This design comes from an exercise in tuning for small area, a short achievable clock period and few clock cycles per item on the open sky130 flow, not from production work.
Function was checked by simulation only, so behaviour that the tests miss may differ from the original.
No activity file was given, so power comes from the tool's default toggle rates.

### flow/config.mk
export PLATFORM = sky130hd
export DESIGN_NAME = shce_build
export DESIGN_NICKNAME = shce_build
export VERILOG_FILES = /design/flow/design.v
export SDC_FILE = /design/flow/constraint.sdc
export NUM_CORES = 4
export LEC_CHECK = 0
export CAP_MARGIN = 20
export CORE_MARGIN = 2
export CORE_UTILIZATION = 30
export PLACE_DENSITY = 0.5
export SETUP_SLACK_MARGIN = 4.2
export SLEW_MARGIN = 20
### flow/constraint.sdc
create_clock -name core_clock -period 10.0 [get_ports {clk}]
set_input_delay 2.0000 -clock core_clock [delete_from_list [all_inputs] [get_ports {clk}]]
set_output_delay 2.0000 -clock core_clock [all_outputs]
set_load 0.01 [all_outputs]
### flow/design.v
module shce_build (
    input  wire        clk,
    input  wire        rst,
    input  wire        wr_en,
    input  wire [4:0]  wr_sym,
    input  wire [15:0] wr_freq,
    input  wire        start,
    output wire        ready,
    output reg         done,
    input  wire [4:0]  rd_sym,
    output wire [5:0]  rd_len,
    output wire [30:0] rd_code,
    output reg  [5:0]  nsyms,
    output reg  [5:0]  maxlen,
    output reg         empty
);
    localparam N = 32;
    localparam S_IDLE  = 2'd0,
               S_MERGE = 2'd1,
               S_CANON = 2'd2;
    reg [1:0] state;
    reg        sz [0:N-1];
    reg [15:0] sw [0:N-1];
    reg [4:0]  ss [0:N-1];
    reg [4:0]  len_t  [0:N-1];       
    reg [30:0] code_t [0:N-1];       
    reg [5:0]  lc;                   
    reg [25:0] h0, h1;               
    reg [4:0]  qn;                   
    reg [3:0]  qh;                   
    reg [4:0]  mxl;                  
    reg [4:0]  mxd;                  
    reg [4:0]  mnl;                  
    reg [4:0]  mnd;                  
    reg [4:0]  cl_len;               
    reg [4:0]  nl;                   
    reg [1:0]  cbub;                 
    reg [4:0]  cx;                   
    reg [30:0] cc;                   
    reg        cfirst;               
    reg        fix;                  
    reg [25:0] fixhi;                
    reg [N-1:0] fxs;                 
    reg        cdone;                
    reg [4:0]  rr;                   
    integer i, g, k;
    wire idle     = (state == S_IDLE);
    wire go       = idle && start;               
    wire in_merge = (state == S_MERGE);
    wire mstep    = go || in_merge;              
    assign ready = idle;
    assign rd_len  = {1'b0, len_t[rd_sym]};
    assign rd_code = code_t[rd_sym];
    function automatic less22(input [21:0] a, input [21:0] b);
        reg [31:0] gg, ee;
        integer l, j;
        begin
            gg = 32'd0;
            ee = {32{1'b1}};
            for (j = 0; j < 22; j = j + 1) begin
                gg[j] = ~a[j] & b[j];
                ee[j] = ~(a[j] ^ b[j]);
            end
            for (l = 0; l < 5; l = l + 1)
                for (j = 0; j < (16 >> l); j = j + 1) begin
                    gg[j] = gg[2*j+1] | (ee[2*j+1] & gg[2*j]);
                    ee[j] = ee[2*j+1] & ee[2*j];
                end
            less22 = gg[0];
        end
    endfunction
    wire [3:0]  qh1 = qh + 4'd1;
    wire [25:0] q0 = code_t[qh][25:0];           
    wire [25:0] q1 = code_t[qh1][25:0];
    wire [20:0] l0w = {5'd0, sw[0]};             
    wire [20:0] l1w = {5'd0, sw[1]};
    wire lv0 = !sz[0] && (lc < 6'd32);
    wire lv1 = !sz[1] && (lc < 6'd31);
    wire lv2 = !sz[2] && (lc < 6'd30);
    wire iv0 = (qn != 5'd0);
    wire iv1 = (qn > 5'd1);
    wire c00 = !less22({1'b0, h0[20:0]}, {1'b0, l0w});
    wire c10 = !less22({1'b0, h0[20:0]}, {1'b0, l1w});
    wire c01 = !less22({1'b0, h1[20:0]}, {1'b0, l0w});
    wire [20:0] s_ll = l0w + l1w;
    wire [20:0] s_lh = l0w + h0[20:0];
    wire [20:0] s_hh = h0[20:0] + h1[20:0];
    wire a_leaf = lv0 && (!iv0 || c00);
    wire b_leaf = a_leaf ? (lv1 && (!iv0 || c10))
                         : (lv0 && (!iv1 || c01));
    wire [20:0] nw = (a_leaf & b_leaf) ? s_ll : (a_leaf | b_leaf) ? s_lh : s_hh;
    wire [4:0]  fl = a_leaf ? ss[0] : h0[25:21];
    wire [4:0]  sl = a_leaf ? (b_leaf ? ss[1] : h0[25:21])
                            : (b_leaf ? ss[0] : h1[25:21]);
    wire [1:0]  mc  = {1'b0, a_leaf} + {1'b0, b_leaf};    
    wire [1:0]  mpop = 2'd2 - mc;                          
    wire        two = (lv0 & lv1) | (lv0 & iv0) | (iv0 & iv1);
    wire        lrest = (mc == 2'd0) ? lv0 : (mc == 2'd1) ? lv1 : lv2;
    wire        root = !lrest && (qn == {3'd0, mpop});
    wire [25:0] nnode = {fl, nw};
    wire [4:0]  qrem = qn - {3'd0, mpop};      
    wire [25:0] r0 = (mpop == 2'd0) ? h0 : (mpop == 2'd1) ? h1 : q0;
    wire [25:0] r1 = (mpop == 2'd0) ? h1 : (mpop == 2'd1) ? q0 : q1;
    wire [25:0] h0_nx = (qrem == 5'd0) ? nnode : r0;
    wire [25:0] h1_nx = (qrem == 5'd0) ? h1 : (qrem == 5'd1) ? nnode : r1;
    wire [4:0]  qcnt = (qn > 5'd2) ? qn - 5'd2 : 5'd0;   
    wire [1:0]  qtake = (qcnt == 5'd0) ? 2'd0 :
                        (qcnt == 5'd1) ? ((mpop != 2'd0) ? 2'd1 : 2'd0) : mpop;
    wire        push_q = (qrem > 5'd1);
    wire [3:0]  qt  = qh + qcnt[3:0];
    wire [4:0]  lab1 = two ? fl : ss[0];
    wire [4:0]  lab2 = two ? sl : ss[0];
    reg  [N-1:0] mcl;
    reg  [4:0]   cur;
    always @* begin
        for (i = 0; i < N; i = i + 1) begin
            cur    = go ? i[4:0] : code_t[i][30:26];
            mcl[i] = (cur == lab1) || (cur == lab2);
        end
    end
    wire mx_hit = (mxl == lab1) || (mxl == lab2);
    wire mn_hit = (mnl == lab1) || (mnl == lab2);
    wire [4:0] mnd_nx = !two ? {4'd0, lv0} : (mc != 2'd0) ? 5'd1 :
                        mn_hit ? mnd + 5'd1 : mnd;
    wire mdone = !two || root;
    wire mbub  = !two || (mc != 2'd0);
    wire [1:0] rstep = (rr == 5'd31) ? 2'd1 : 2'd2;
    reg  [1:0] rot;
    always @* begin
        rot = 2'd0;
        if (go)
            rot = two ? mc : 2'd0;
        else if (in_merge)
            rot = two ? mc : {1'b0, lv0};
        else if (state == S_CANON && rr != 5'd0)
            rot = rstep;
    end
    wire        wr  = idle && wr_en;
    wire        wz  = (wr_freq == 16'd0);
    wire [21:0] wkey = {wz, wr_freq, wr_sym};
    reg [N-1:0] del, lt, bd, ltp;
    reg [N-1:0] sA, sB, sC, sD, sN;
    reg [21:0]  snx [0:N-1];
    reg         fz;
    always @* begin
        for (i = 0; i < N; i = i + 1) begin
            del[i] = (ss[i] == wr_sym);
            lt[i]  = less22({sz[i], sw[i], ss[i]}, wkey);
        end
        bd[N-1] = 1'b0;
        for (i = N - 2; i >= 0; i = i - 1)
            bd[i] = bd[i+1] | del[i+1];
        for (i = 0; i < N - 1; i = i + 1)
            ltp[i] = bd[i] ? lt[i] : lt[i+1];
        ltp[N-1] = 1'b0;
        for (i = 0; i < N; i = i + 1) begin
            fz    = (i == 0) || ltp[(i+N-1)%N];     
            sA[i] = !rst & wr & !ltp[i] & !fz & (bd[i] | del[i]);
            sB[i] = !rst & (wr ? ((ltp[i] & bd[i]) | (!ltp[i] & !fz & !(bd[i] | del[i])))
                               : (rot == 2'd0));
            sC[i] = !rst & (wr ? (ltp[i] & !bd[i]) : (rot == 2'd1));
            sD[i] = !rst & !wr & (rot == 2'd2);
            sN[i] = !rst & wr & !ltp[i] & fz;
            snx[i] = ({22{sA[i]}} & {sz[(i+N-1)%N], sw[(i+N-1)%N], ss[(i+N-1)%N]})
                   | ({22{sB[i]}} & {sz[i], sw[i], ss[i]})
                   | ({22{sC[i]}} & {sz[(i+1)%N], sw[(i+1)%N], ss[(i+1)%N]})
                   | ({22{sD[i]}} & {sz[(i+2)%N], sw[(i+2)%N], ss[(i+2)%N]})
                   | ({22{sN[i]}} & wkey);
        end
    end
    always @(posedge clk) begin
        for (i = 0; i < N; i = i + 1) begin
            sz[i] <= snx[i][21] | rst;
            sw[i] <= snx[i][20:5];
            ss[i] <= snx[i][4:0] | ({5{rst}} & i[4:0]);
        end
    end
    reg [N-1:0] cmn;                 
    reg [N-1:0] zl;                  
    reg [1:0]   a2 [0:7];
    reg [2:0]   gt [0:7];            
    always @* begin
        for (i = 0; i < N; i = i + 1) begin
            cmn[i] = (len_t[i] == cx);
            zl[i]  = (len_t[i] == 5'd0);
        end
        for (g = 0; g < 8; g = g + 1) begin
            a2[g] = {cmn[4*g] & cmn[4*g+1], cmn[4*g] ^ cmn[4*g+1]};
            gt[g] = {1'b0, a2[g]} + {2'd0, cmn[4*g+2]} + {2'd0, cmn[4*g+3]};
        end
    end
    reg [N-1:0] cm_a;
    reg [2:0]   gt_a [0:7];
    always @(posedge clk) begin
        cm_a <= cmn;
        for (g = 0; g < 8; g = g + 1)
            gt_a[g] <= gt[g];
    end
    reg [3:0]   p01, p23, p45, p67;
    reg [4:0]   q03, t456, q47;
    reg [4:0]   eg [0:7];            
    reg [5:0]   blx;                 
    always @* begin
        p01  = {1'b0, gt_a[0]} + {1'b0, gt_a[1]};
        p23  = {1'b0, gt_a[2]} + {1'b0, gt_a[3]};
        p45  = {1'b0, gt_a[4]} + {1'b0, gt_a[5]};
        p67  = {1'b0, gt_a[6]} + {1'b0, gt_a[7]};
        q03  = {1'b0, p01} + {1'b0, p23};
        q47  = {1'b0, p45} + {1'b0, p67};
        t456 = {1'b0, p45} + {2'd0, gt_a[6]};
        eg[0] = 5'd0;
        eg[1] = {2'd0, gt_a[0]};
        eg[2] = {1'b0, p01};
        eg[3] = {1'b0, p01} + {2'd0, gt_a[2]};
        eg[4] = q03;
        eg[5] = q03 + {2'd0, gt_a[4]};
        eg[6] = q03 + {1'b0, p45};
        eg[7] = q03 + t456;
        blx   = {1'b0, q03} + {1'b0, q47};
    end
    reg [N-1:0] cm_r;
    reg [4:0]   eg_r [1:7];
    reg [5:0]   bl_r;
    always @(posedge clk) begin
        if (!fix) begin
            cm_r <= cm_a;
            bl_r <= blx;
            for (g = 1; g < 8; g = g + 1)
                eg_r[g] <= eg[g];
        end
    end
    reg [5:0]   lsum [0:N-1];        
    reg [5:0]   lofs;
    reg [1:0]   loc;
    reg any_carry;
    always @* begin
        any_carry = 1'b0;
        for (g = 0; g < 8; g = g + 1) begin
            for (k = 0; k < 4; k = k + 1) begin
                case (k)
                    0: loc = 2'd0;
                    1: loc = {1'b0, cm_r[4*g]};
                    2: loc = {cm_r[4*g] & cm_r[4*g+1], cm_r[4*g] ^ cm_r[4*g+1]};
                    default: loc = {1'b0, cm_r[4*g]} + {1'b0, cm_r[4*g+1]} + {1'b0, cm_r[4*g+2]};
                endcase
                lofs = {1'b0, cc[4:0]} + {4'd0, loc};
                lsum[4*g+k] = (g == 0) ? lofs : lofs + {1'b0, eg_r[g]};
                any_carry = any_carry | (cm_r[4*g+k] & lsum[4*g+k][5]);
            end
        end
    end
    wire [25:0] ccinc = cc[30:5] + 26'd1;
    wire [5:0]  ctot  = {1'b0, cc[4:0]} + bl_r;           
    wire [25:0] chi   = ctot[5] ? ccinc : cc[30:5];
    wire [30:0] cnext = {chi[24:0], ctot[4:0], 1'b0};
    wire clast = (cl_len >= mxd);
    wire [25:0] hibus = mstep ? {lab1, nnode[25:5]}
                              : (fix ? fixhi : cc[30:5]);
    wire        canon_act = (state == S_CANON) && !cdone && (cbub == 2'd0);
    always @(posedge clk) begin
        for (i = 0; i < N; i = i + 1) begin
            if (go) begin
                len_t[i] <= {4'd0, two & mcl[i]};
                code_t[i][30:26] <= (two & mcl[i]) ? hibus[25:21] : i[4:0];
            end else if (in_merge) begin
                if (two ? mcl[i] : (lv0 && mcl[i])) begin
                    len_t[i] <= len_t[i] + 5'd1;
                    code_t[i][30:26] <= hibus[25:21];
                end
            end else if (canon_act) begin
                if (fix ? fxs[i] : (cm_r[i] | (cfirst & zl[i])))
                    code_t[i][30:5] <= hibus;
                if (!fix && (cm_r[i] | (cfirst & zl[i])))
                    code_t[i][4:0] <= lsum[i][4:0] & {5{cm_r[i]}};
            end
            if (i < 16 && mstep && two && push_q && qt == i[3:0])
                code_t[i][25:0] <= {hibus[20:0], nnode[4:0]};
        end
    end
    always @(posedge clk) begin
        if (rst) begin
            state <= S_IDLE;
            done  <= 1'b0;
            lc    <= 6'd0;
            qh    <= 4'd0;
            qn    <= 5'd0;
            rr    <= 5'd0;
        end else begin
            done <= 1'b0;
            if (mstep) begin
                lc <= lc + {4'd0, rot};
                rr <= rr + {3'd0, rot};
                if (two) begin
                    qn <= qrem + 5'd1;
                    qh <= qh + {2'd0, qtake};
                    h0 <= h0_nx;
                    h1 <= h1_nx;
                end
                if (go) begin
                    mxl <= lab1;
                    mxd <= {4'd0, two};
                end else if (mx_hit && (two || lv0)) begin
                    mxl <= lab1;
                    mxd <= mxd + 5'd1;
                end
                if (go || !two || mc != 2'd0 || mn_hit)
                    mnl <= lab1;
                mnd <= go ? {4'd0, two} : mnd_nx;
                cx  <= go ? {4'd0, two} : mnd_nx;
                state <= S_MERGE;
                if ((go && two && root) || (in_merge && mdone)) begin
                    state  <= S_CANON;
                    cbub   <= mbub ? 2'd2 : 2'd1;
                    cl_len <= mbub ? 5'd1 : mnd + 5'd1;
                    nl     <= mbub ? 5'd2 : mnd + 5'd2;
                    cx     <= mbub ? 5'd1 : mnd + 5'd2;
                    cc     <= 31'd0;
                    cfirst <= 1'b1;
                    fix    <= 1'b0;
                    cdone  <= 1'b0;
                end
            end
            if (state == S_CANON) begin
                if (rr != 5'd0)
                    rr <= rr + {3'd0, rot};
                if (!cdone) begin
                    if (cbub != 2'd0) begin
                        cbub <= cbub - 2'd1;
                        cx   <= cx + 5'd1;
                    end else if (fix) begin
                        fix <= 1'b0;
                        cx  <= cx + 5'd1;
                        if (clast) cdone <= 1'b1;
                        else begin
                            cl_len <= nl;
                            nl     <= nl + 5'd1;
                        end
                    end else begin
                        cfirst <= 1'b0;
                        for (i = 0; i < N; i = i + 1)
                            fxs[i] <= cm_r[i] & lsum[i][5];
                        fixhi <= ccinc;
                        cc    <= cnext;
                        if (any_carry)  fix <= 1'b1;
                        else begin
                            cx <= cx + 5'd1;
                            if (clast) cdone <= 1'b1;
                            else begin
                                cl_len <= nl;
                                nl     <= nl + 5'd1;
                            end
                        end
                    end
                end
                if ((cdone || ((cbub == 2'd0) && !fix && !any_carry && clast) || (fix && clast)) &&
                    (rr == 5'd0 || (rr + {3'd0, rot}) == 5'd0)) begin
                    state  <= S_IDLE;
                    done   <= 1'b1;
                    nsyms  <= lc;
                    maxlen <= {1'b0, mxd};
                    empty  <= (lc == 6'd0);
                    lc     <= 6'd0;
                    qh     <= 4'd0;
                    qn     <= 5'd0;
                    rr     <= 5'd0;
                end
            end
        end
    end
endmodule
### flow/run.sh
#!/bin/bash
# synth_recipe.tcl (not shown) runs the flow's synth.tcl, then flattens the netlist and writes it again
# the make line also repeats each setting of config.mk as NAME=value (left out here)
make -C /OpenROAD-flow-scripts/flow DESIGN_CONFIG=/design/flow/config.mk WORK_HOME=/design/flow/orfs CLKGATE_MAP_FILE= SYNTH_SCRIPT=/design/flow/synth_recipe.tcl finish
==> flow_summary.json, run 1 <==
{
  "hpwl_um": 493000,
  "layout-drive-gt1-share": 0.128,
  "hold-path-cell-count": 0,
  "worst_pin_slew_ns": 1.23,
  "path_max_fanout": 7,
  "max-slew-margin-rel": 0.180,
  "cts_htree_levels": 5,
  "setup_tns_ns": 0,
  "ys_seq_area_frac": 0.407,
  "cts_buffers": 268,
  "avgSynthCellArea_um2": 9.60,
  "cts_root_buf": "clkbuf_16",
  "pwr_density_cell_mw_per_mm2": 326,
  "critical_path.top_delay_family": "buffers and inverters",
  "power.leakage_nw": 61.3,
  "fin_crit_ns": 6.18,
  "row_count": 250,
  "ys_ff_latch": 2197,
  "slowest_delay_ns": 0.41,
  "drv_cap": 0,
  "r2r_setup_slack_ns": 4.13,
  "outcome": "timing/DRC/antenna clean",
  "hold_viol_final": 0,
  "fin_cells": 21000,
  "ys_types": 110,
  "reg2reg_to": "code_t[31][27]",
  "cpMostUsedCell": "buf_12",
  "syn_area_mm2": 0.140,
  "timing.fmax_mhz": 162,
  "fin_crit_sh": 0.618,
  "crit_path_end_kind": "output port",
  "critPathSlowestCell": "o32a_1",
  "first_pass_iters": 14,
  "wire_per_inst_um": 34.2,
  "crit_path_start_kind": "primary input",
  "final_cell_area_mm2": 0.164,
  "grt_pass1_vias": 125000,
  "io_pins": 82,
  "synth_enable_flop_cells": 1286,
  "yosysWarnings": 13,
  "placed_cell_area_mm2": 0.149,
  "worstPathArrival_ns": 4.18,
  "clockBufferDepth": 4,
  "core-area_mm2": 0.464,
  "ys.flop_type": "edfxtp_1",
  "drv_slew": 0,
  "antenna_found_initial": 36,
  "reg2reg_depth": 15,
  "cts_tree": "yes",
  "grt_max_degree": 123,
  "routed_wl_um": 719000,
  "rsz0062_at_grt": "true",
  "drt_iter0_markers": 21500,
  "grt_overflow_total": 0,
  "ctsHoldBuffers": 0,
  "path_cells": "buf_12 > nand2b_4 > buf_6 > nor2_4 > buf_12 > buf_8 > buf_12 > buf_16 > a22o_1 > a221oi_2 > nand3_1 > o32a_1 > buf_2",
  "min_path_type": "flip-flop to flip-flop",
  "grt_pass1_wl_um": 992000,
  "place_inst": 20300,
  "power.total_w": 0.0536,
  "final_common_cell": "edfxtp_1",
  "nNetsFinal": 15800,
  "vdd_ir_drop_max_mv": 0.222,
  "drtAntennaViolNets": 0,
  "timing.hold.ws_ns": 0.383,
  "drc_errors": 0,
  "clk_pin_slew_ns": 0.06,
  "port_buffers": 79,
  "fp.dieH_um": 686,
  "hold_path_startpoint": "cm_a[19]",
  "vias_per_cell": 6.36,
  "place.gp.congestion": 1.01,
  "initial_core_util": 0.301,
  "required_ns": 8.00,
  "path_class": "primary input to output port",
  "die-area_mm2": 0.471,
  "setup_viol": 0,
  "holdPathEnd": "cm_r[19]",
  "area_growth_pct": 17.7,
  "die_w_um": 686,
  "crit_start": "rd_sym[4]",
  "vias": 134000,
  "skew_ns": 0.122,
  "async_reset_ff_frac": 0,
  "cts.sinks": 2197,
  "grt_usage": 0.291,
  "r2r_start": "lc[5]",
  "clk_latency_ns": 1.03,
  "syn_inst": 14500,
  "mostFrequentLayoutCells": "1,286 x edfxtp_1, 1,245 x nand2_1, 1,072 x inv_1, 1,018 x ha_1, 897 x dfxtp_1",
  "crit_buf_inv": 7
}
layout make-up:
type                       count  area, µm²
antenna                       19       47.5
clock buffer                 340       7280
clock inverter               134       1710
fill                       46900     299000
inverter                    1086       4130
multi-input combinational  10300      78500
sequential                  2197      56900
tap                         6174       7720
timing repair buffer         803       8140
power breakdown:
part	total [W]	switching, W	internal, W
logic	0.0264	0.0179	0.00850
registers	0.0168	0.00378	0.0130
clock network	0.0103	0.00445	0.00587
total	0.0536	0.0262	0.0274
logic make-up after synthesis:
family / after synthesis / share of synthesized area
AOI/OAI and AO/OA: 4773 / 0.257
and+or+nand+nor: 3678 / 0.126
DFF: 2197 / 0.407
buffers and inverters: 2088 / 0.0572
adders and majority gates: 1139 / 0.108
xor gates and xnor gates: 483 / 0.0303
muxes: 182 / 0.0139
other: 1 / 0.0000269
state kept, by name, summed over array words and instances, names as in the netlist, 24 cells and up:
register / cells
code_t: 992
sw: 512
len_t: 160
ss: 160
cm_a: 32
cm_r: 32
eg_r: 32
sz: 32
cc: 31
fxs: 31
fixhi: 26
h0: 26
h1: 26
gt_a: 24
cells in the mapped netlist, types with 67 or more instances:
| cell type | instances | area [µm²] |
|---|---|---|
| nand2b_1 | 101 | 632 |
| nand2_1 | 1268 | 4760 |
| o31ai_1 | 97 | 728 |
| and2_1 | 93 | 582 |
| xnor2_1 | 317 | 2780 |
| o21ai_0 | 558 | 2790 |
| nor3_1 | 237 | 1190 |
| a22o_1 | 320 | 2800 |
| a211oi_1 | 100 | 751 |
| fa_1 | 119 | 2380 |
| dfxtp_1 | 911 | 18200 |
| o22ai_1 | 83 | 519 |
| buf_2 | 90 | 450 |
| xor2_1 | 166 | 1450 |
| nand3_1 | 551 | 2760 |
| clkbuf_1 | 796 | 2990 |
| o211ai_1 | 150 | 1130 |
| ha_1 | 1020 | 12800 |
| a31oi_1 | 107 | 669 |
| nor2b_1 | 108 | 676 |
| or3_1 | 70 | 438 |
| and3_1 | 121 | 757 |
| a221oi_1 | 328 | 2870 |
| a222oi_1 | 360 | 3600 |
| nand4_1 | 215 | 1350 |
| o221ai_1 | 67 | 587 |
| a21o_1 | 352 | 2640 |
| inv_1 | 1075 | 4040 |
| a221o_1 | 297 | 2970 |
| mux2i_1 | 132 | 1320 |
| o21a_1 | 75 | 563 |
| buf_1 | 108 | 405 |
| edfxtp_1 | 1286 | 38600 |
| a22oi_1 | 757 | 5680 |
| nor2_1 | 622 | 2330 |
| a21oi_1 | 654 | 3270 |
repair_timing:
action,CTS,global route
pin swaps,157,103
hold endpoints to repair,0,0
gates resized for setup,624,200
setup buffers,171,66
gates cloned,24,13
setup endpoints to repair,2317,1763
routing by layer:
metal  track usage  wire length (µm)  vias to the layer above
met5             0               215                        -
met4         0.193             57500                       26
met3        0.0726             80500                     2439
met2         0.440            307000                     9101
met1         0.365            274000                    65900
li1              -                 -                    56300
per-stage QoR:
stage / util / worst slack (ns)
2_1_floorplan: - / 3.76
3_3_place_gp: 0.322 / 1.88
3_5_place_dp: 0.322 / 1.83
4_1_cts: 0.351 / 3.90
5_1_grt: 0.354 / 3.80
6_report: 0.355 / 3.82
worst max-delay path by stage:
stage	to	slack, ns	cells past startpoint
floorplan	code_t[15][10]	3.76	21
global placement	rd_code[29]	1.88	10
detailed placement	rd_code[29]	1.83	10
CTS	rd_code[10]	3.90	12
global route	rd_code[22]	3.80	13
finish	rd_code[22]	3.82	13
Testbench counts, summed over its fixed seeds: cycles 15,867, builds 240.
==> run 2: changes to the inputs <==
--- a/flow/design.v
+++ b/flow/design.v
@@ -71,5 +71,15 @@
     endfunction
-    wire [3:0]  qh1 = qh + 4'd1;
-    wire [25:0] q0 = code_t[qh][25:0];           
-    wire [25:0] q1 = code_t[qh1][25:0];
+    wire [2:0]  qie = qh[3:1] + {2'd0, qh[0]};
+    wire [2:0]  qio = qh[3:1];
+    reg  [25:0] qev, qod;
+    always @* begin
+        qev = 26'd0;
+        qod = 26'd0;
+        for (i = 0; i < 8; i = i + 1) begin
+            if (qie == i[2:0]) qev = code_t[2*i][25:0];
+            if (qio == i[2:0]) qod = code_t[2*i+1][25:0];
+        end
+    end
+    wire [25:0] q0 = qh[0] ? qod : qev;
+    wire [25:0] q1 = qh[0] ? qev : qod;
     wire [20:0] l0w = {5'd0, sw[0]};             
==> flow/flow/run.sh (new file) <==
#!/bin/bash
# The standard layout, with the port buffers made of plain buffers
# (sky130_fd_sc_hd__buf_4) instead of the delay buffers buffer_ports picks
# by default; they sit on the combinational read path rd_sym -> rd_code.
set -euo pipefail
export BUFFER_PORTS_ARGS="-buffer_cell sky130_fd_sc_hd__buf_4"
bash standard.sh > standard.log 2>&1
==> flow/standard.sh (new file) <==
#!/bin/bash
# synth_recipe.tcl (not shown) runs the flow's synth.tcl, then flattens the netlist and writes it again
# the make line also repeats each setting of config.mk as NAME=value (left out here)
make -C /OpenROAD-flow-scripts/flow DESIGN_CONFIG=/design/flow/config.mk WORK_HOME=/design/flow/orfs CLKGATE_MAP_FILE= SYNTH_SCRIPT=/design/flow/synth_recipe.tcl "${@:-finish}"
--- a/flow/config.mk
+++ b/flow/config.mk
@@ -7,7 +7,8 @@
 export LEC_CHECK = 0
-export CAP_MARGIN = 20
+export CAP_MARGIN = 10
 export CORE_MARGIN = 2
 export CORE_UTILIZATION = 30
+export CTS_BUF_LIST = sky130_fd_sc_hd__clkbuf_8
 export PLACE_DENSITY = 0.5
-export SETUP_SLACK_MARGIN = 4.2
-export SLEW_MARGIN = 20
+export SETUP_SLACK_MARGIN = 4.0
+export SLEW_MARGIN = 10
removed: flow/run.sh
==> run 2 against run 1 <==
Compared with the run above: now fails the layout checks on capacitance limit, slew limit; via count is 4.2% lower; clock-buffer cell count increased by 115; worst setup slack worse by 0.15 ns; register-to-register slack lost 0.04 ns; total power down 2.4%; sequential power about the same; largest cell class unchanged.
==> flow_summary.json, run 2 <==
{
  "die-area_mm2": 0.461,
  "first_pass_iters": 14,
  "critical_path.top_delay_family": "buffers and inverters",
  "synth_top_family_by_area": "compound AO/OA/AOI/OAI gates",
  "synth_simple_gate_area_frac": 0.133,
  "ys_seq_area_frac": 0.416,
  "fin_crit_sh": 0.633,
  "crit_path_end_kind": "output port",
  "cts_tree": "yes",
  "fin_cells": 20700,
  "wire_per_inst_um": 32.8,
  "port_buffers": 79,
  "synth_xor_area_frac": 0.0358,
  "cts_buffers": 404,
  "pwr_density_cell_mw_per_mm2": 327,
  "so_faults": "capacitance limit, slew limit",
  "setup_tns_ns": 0,
  "row_count": 247,
  "grt_overflow_total": 0,
  "core-area_mm2": 0.453,
  "path_max_fanout": 12,
  "drv_slew": 3,
  "ys_ff_latch": 2197,
  "grt_max_degree": 147,
  "regMostFlops": "code_t",
  "synthMuxAreaShare": 0.0259,
  "max-slew-margin-rel": -0.555,
  "yosys.area.top_type": "edfxtp_1",
  "timing.fmax_mhz": 158,
  "grt_usage": 0.278,
  "syn_inst": 14200,
  "mostFrequentLayoutCells": "1,592 x nand2_1, 1,286 x edfxtp_1, 1,238 x inv_1, 1,019 x ha_1, 904 x dfxtp_1",
  "finalWorstSetupSlack_ns": 3.67,
  "cts.sinks": 2197,
  "synth_adder_area_share": 0.111,
  "crit_buf_inv": 6,
  "nNetsFinal": 15600,
  "layout-drive-gt1-share": 0.134,
  "vias_per_cell": 6.17,
  "final_common_cell": "nand2_1",
  "vdd_ir_drop_max_mv": 0.249,
  "initial_core_util": 0.302,
  "pre_cts_ws_ns": 1.69,
  "slowest_delay_ns": 0.28,
  "hpwl_um": 461000,
  "routed_wl_um": 681000,
  "min_path_type": "flip-flop to flip-flop",
  "drtAntennaViolNets": 0,
  "ctsHoldBuffers": 0,
  "fin_crit_ns": 6.33,
  "reg.largest.list": "code_t (992), sw (512)",
  "worst_pin_slew_ns": 2.32,
  "skew_ns": 0.155,
  "path_class": "primary input to output port",
  "cts_htree_levels": 5,
  "yosysMostFrequentCell": "nand2_1",
  "hold_viol_final": 0,
  "crit_path_start_kind": "primary input",
  "netlist_top_cells_area": "edfxtp_1 28%, dfxtp_1 13%, ha_1 9.4%, nand2_1 4.4%, a222oi_1 3.6%",
  "async_reset_ff_frac": 0,
  "fp.dieH_um": 679,
  "synth_top_area_share": 0.283,
  "clk_pin_slew_ns": 0.06,
  "grt_pass1_vias": 120000,
  "cpMostUsedCell": "buf_4",
  "critPathSlowestCell": "a21oi_2",
  "synth_enable_flop_cells": 1286,
  "grt_pass1_wl_um": 932000,
  "yosysWarnings": 13,
  "rsz0062_at_grt": "true",
  "drc_errors": 0,
  "ys_top_cells_by_count": "1,611 x nand2_1, 1,286 x edfxtp_1, 1,109 x inv_1, 1,022 x ha_1, 911 x dfxtp_1",
  "path_cells": "buf_12 > nand3b_1 > buf_4 > buf_6 > nor2_4 > buf_12 > buf_4 > a22o_1 > a221oi_1 > nand4_1 > nor3_1 > a21oi_2 > buf_4",
  "power.total_w": 0.0523,
  "drt_iter0_markers": 20600,
  "final_util": 0.352,
  "place_inst": 19700,
  "outcome": "complete, but fails checks",
  "synth_compound_area_frac": 0.221,
  "die_w_um": 679,
  "antenna_found_initial": 36,
  "io_pins": 82,
  "vias": 128000,
  "setup_viol": 0,
  "ys.flop_type": "edfxtp_1",
  "ys_types": 118,
  "syn_area_mm2": 0.137,
  "avgSynthCellArea_um2": 9.65,
  "worstPathArrival_ns": 4.33,
  "cts_root_buf": "clkbuf_8",
  "required_ns": 8.00,
  "power.leakage_nw": 60.5,
  "area_growth_pct": 16.8,
  "largest_reg_flops": 992,
  "place.gp.congestion": 0.995,
  "clk_latency_ns": 1.25,
  "drv_cap": 2,
  "clockBufferDepth": 4
}
run 2: where the power goes:
part / switching (W) / total, W / internal (W)
Clock: 0.00437 / 0.00894 / 0.00457
Combinational: 0.0178 / 0.0263 / 0.00849
Sequential: 0.00377 / 0.0171 / 0.0133
Total: 0.0259 / 0.0523 / 0.0264
run 2: logic make-up (layout without fill, tap and decap cells):
kind of cell,after synthesis,after routing
AO/OA/AOI/OAI,4029,4038
AND/OR/NAND/NOR,3924,3926
adder cells (fa/ha/maj),1141,1141
flip-flops,2197,2197
XOR/XNOR,558,558
multiplexers,270,270
buffers and inverters,2039,2613
other,1,25
run 2: layer usage:
metal / vias to the layer above / part of all wire / track usage
li1: 54400 / - / -
met1: 63200 / 0.38 / 0.351
met2: 8416 / 0.43 / 0.429
met3: 2066 / 0.11 / 0.0605
met4: 28 / 0.083 / 0.175
met5: - / 0.00035 / 0
run 2: repair_timing:
item / CTS / global route
setup endpoints to repair: 2326 / 1143
hold endpoints to repair: 0 / 0
cloned: 16 / 18
pin swaps: 96 / 135
buffers inserted: 154 / 98
resized for setup: 325 / 247
run 2: final timing paths:
path / start / to / slack [ns] / cells after the start
worst max-delay path: rd_sym[2] / rd_len[1] / 3.67 / 13
worst min-delay path: cm_a[27] / cm_r[27] / 0.40 / 0
worst max register to register: qn[1] / code_t[21][30] / 4.09 / 17
worst min register to register: cm_a[27] / cm_r[27] / 0.40 / 0
run 2: area by class of cell:
cell class | count | area, µm²
Tap cell | 5976 | 7480
Fill cell | 45900 | 293000
Sequential cell | 2197 | 56900
Timing Repair inverter | 1 | 8.76
Multi-Input combinational cell | 9935 | 75300
Clock buffer | 455 | 6260
Timing Repair Buffer | 763 | 7780
Inverter | 1114 | 4200
Clock inverter | 280 | 1660
Antenna cell | 23 | 57.6
run 2: through the flow:
| stage | area [µm²] | hold slack [ns] |
|---|---|---|
| finish | 160000 | 0.398 |
| global route | 160000 | 0.402 |
| CTS | 157000 | 0.402 |
| detailed placement | 146000 | 0.389 |
| global placement | 146000 | 0.386 |
| floorplan | 137000 | 0.386 |
Testbench counts of run 2, summed over its fixed seeds: cycles 15,867, builds 240.

## static timing again, ports no longer ideal
The results above use ideal ports. As a check the final layouts listed here were re-extracted and re-timed, cells and wires unchanged.
Step 1 (the two cells are an assumption about what drives the block):
set clk [get_ports {clk}]
set_driving_cell -lib_cell sky130_fd_sc_hd__clkbuf_16 $clk
set_driving_cell -lib_cell sky130_fd_sc_hd__buf_2 [delete_from_list [all_inputs] $clk]
Step 2 also shifts input and output timing later by t, the mid clock arrival at the registers, as if the neighbouring blocks saw the same clock.
Three values: no drivers, after step 1, after step 2; two values: the first two.
run | t (ns) | setup WS [ns] | worst register clock-pin slew, ns | worst slew at a driven data input, ns | cell pins on the clock port's net
run 1 | 1.089 | 3.820 / 3.697 / 3.138 | 0.07 / 0.07 | 0.22 | 1
run 2 | 1.292 | 3.670 / 3.382 / 2.885 | 0.08 / 0.08 | 0.33 | 1
For run 2, which loses most, drivers alone change the setup slack by -0.288 ns; drivers and shift together by -0.785 ns.
